What follows belongs to an exercise in optimizing a design on an open flow for small area, a short achievable clock period and few clock cycles per item; a production flow would make more cautious choices.
Only simulation tests tie the RTL to the original design; equivalence was not proved.
Power figures rest on the tool's default switching activity, not on a simulated workload. The flow treats the clock pin as an ideal source, which a real chip does not have.

## rpa_pkt
module rpa_pkt #(
    parameter N = 128,     
    parameter B = 5000     
) (
    input             clk,
    input             rst,
    input             p_req_valid,
    output            p_req_ready,
    input      [31:0] p_req_data,
    output reg        p_rsp_valid,
    output reg [2:0]  p_rsp_status,
    input             c_req_valid,
    output reg        c_req_ready,
    input      [31:0] c_req_data,
    output reg        c_rsp_valid,
    output reg [2:0]  c_rsp_status,
    output reg        tx_enable,
    input             tx_ready,
    output            tx_send,
    output reg [7:0]  tx_data,
    input             tx_complete,
    input             rx_avail,
    output            rx_take,
    input      [7:0]  rx_data,
    input      [7:0]  ts_in
);
For scale: about 6,900 cells after synthesis, roughly 5,200 flip-flops, ~110 I/O pins, roughly 0.12 mm^2 of cells after synthesis.
Settings: LEC_CHECK=0, ABC_CLOCK_PERIOD_IN_PS=4000, CAP_MARGIN=5, CORE_MARGIN=2, CORE_UTILIZATION=60, CTS_BUF_LIST=sky130_fd_sc_hd__clkbuf_16, CTS_CLUSTER_DIAMETER=84, CTS_CLUSTER_SIZE=32, SLEW_MARGIN=5, SYNTH_MEMORY_MAX_BITS=8192; clock period 10.0 ns.
standard.sh (not shown) runs the stock make flow with config.mk's settings and CLKGATE_MAP_FILE= SYNTH_SCRIPT=/design/flow/synth_recipe.tcl, a recipe that flattens the netlist after the stock synthesis.
==> flow/flow/run.sh <==
#!/bin/bash
# Standard synthesis unchanged, then the standard layout with a larger
# setup slack margin for the timing repair after CTS and global routing, and
# the smallest buffer as the port buffer (timing repair sizes it up where needed).
set -euo pipefail
MARGIN=${MARGIN:-5.6}
bash standard.sh synth > synth.log 2>&1
sed "s/CLKGATE_MAP_FILE= /CLKGATE_MAP_FILE= SETUP_SLACK_MARGIN=$MARGIN 'BUFFER_PORTS_ARGS=-buffer_cell sky130_fd_sc_hd__buf_1' /" standard.sh > standard_margin.sh
bash standard_margin.sh finish > layout.log 2>&1
The baseline ran to the end with no violations.
Testbench counts at the start, summed over its fixed seeds: cycles 13,955, items 1,920.
Then changed:
--- a/flow/config.mk
+++ b/flow/config.mk
@@ -8,9 +8,9 @@
 export ABC_CLOCK_PERIOD_IN_PS = 4000
-export CAP_MARGIN = 5
+export CAP_MARGIN = 20
 export CORE_MARGIN = 2
-export CORE_UTILIZATION = 60
+export CORE_UTILIZATION = 66
 export CTS_BUF_LIST = sky130_fd_sc_hd__clkbuf_16
 export CTS_CLUSTER_DIAMETER = 84
-export CTS_CLUSTER_SIZE = 32
-export SLEW_MARGIN = 5
+export CTS_CLUSTER_SIZE = 34
+export SLEW_MARGIN = 20
 export SYNTH_MEMORY_MAX_BITS = 8192
What happened: Sequential power stays flat. Final area drops by about 0.4%. Sequential cell count is unchanged. Power shrinks by 0.68%. Setup slack is better by 19 ps. Wire length shrinks by about 1.8%. Via count stays flat. Critical path depth is unchanged.
Then changed:
--- a/flow/config.mk
+++ b/flow/config.mk
@@ -10,6 +10,6 @@
 export CORE_MARGIN = 2
-export CORE_UTILIZATION = 66
+export CORE_UTILIZATION = 60
 export CTS_BUF_LIST = sky130_fd_sc_hd__clkbuf_16
 export CTS_CLUSTER_DIAMETER = 84
-export CTS_CLUSTER_SIZE = 34
+export CTS_CLUSTER_SIZE = 32
 export SLEW_MARGIN = 20
The new run produced a clean layout.
Global-route usage drops by 1.6 points.
Power climbs by 0.68%.
Final cell count climbs by 2.3%.
Cell area climbs by 0.41%.
Area after synthesis stays the same.
Wire length climbs by 1.9%.
Hold slack loses 19 ps.
Non-clock buffer count climbs by 6.
Clock-buffer cell count climbs by 13.
Setup slack loses 19 ps.
Clock skew climbs by 8.6 ps.
Then changed:
--- a/flow/flow/run.sh
+++ b/flow/flow/run.sh
@@ -5,3 +5,3 @@
 set -euo pipefail
-MARGIN=${MARGIN:-5.6}
+MARGIN=${MARGIN:-5.75}
 bash standard.sh synth > synth.log 2>&1
Flip-flop and latch count is unchanged.
Synthesized cell count does not change.
Routed wire length rose by 1.5%.
Cell count stays flat.
Critical path depth does not change.
Count of clock-buffer cells in the layout fell by 1.
Cell area rose by 0.32%.
Area after synthesis does not change.
Power rose by 0.52%.
Die area does not change.
Core utilization rose by 0.21 points.

[separate check: timing with driven ports]
Ports are ideal in the flow. The routed layouts listed here were re-timed in OpenROAD. Step 1, drivers: a clkbuf_16 drives clk and a buf_2 each remaining input, both assumed. Step 2 adds t to the input delays and takes it off the output delays; t is the mean of the earliest and latest rising clock arrival at the registers after step 1. Input paths then give back, and output paths get back, about the clock's delay inside the block. a / b / c = ideal / step 1 / step 2; a / b = the first two.
| run | t (ns) | setup slack, ns | worst data-port slew with drivers (ns) |
|---|---|---|---|
| the first run | 0.922 | 5.390 / 5.341 / 4.764 | 0.11 |
| the second run | 0.909 | 5.409 / 5.329 / 4.735 | 0.10 |
| the third run | 0.922 | 5.390 / 5.341 / 4.764 | 0.11 |
| the fourth run | 0.938 | 5.402 / 5.276 / 4.753 | 0.19 |
After both steps every run listed still meets setup and hold. The setup slack of the second run, which loses most, moves by -0.080 ns with the drivers and by -0.674 ns with both steps.
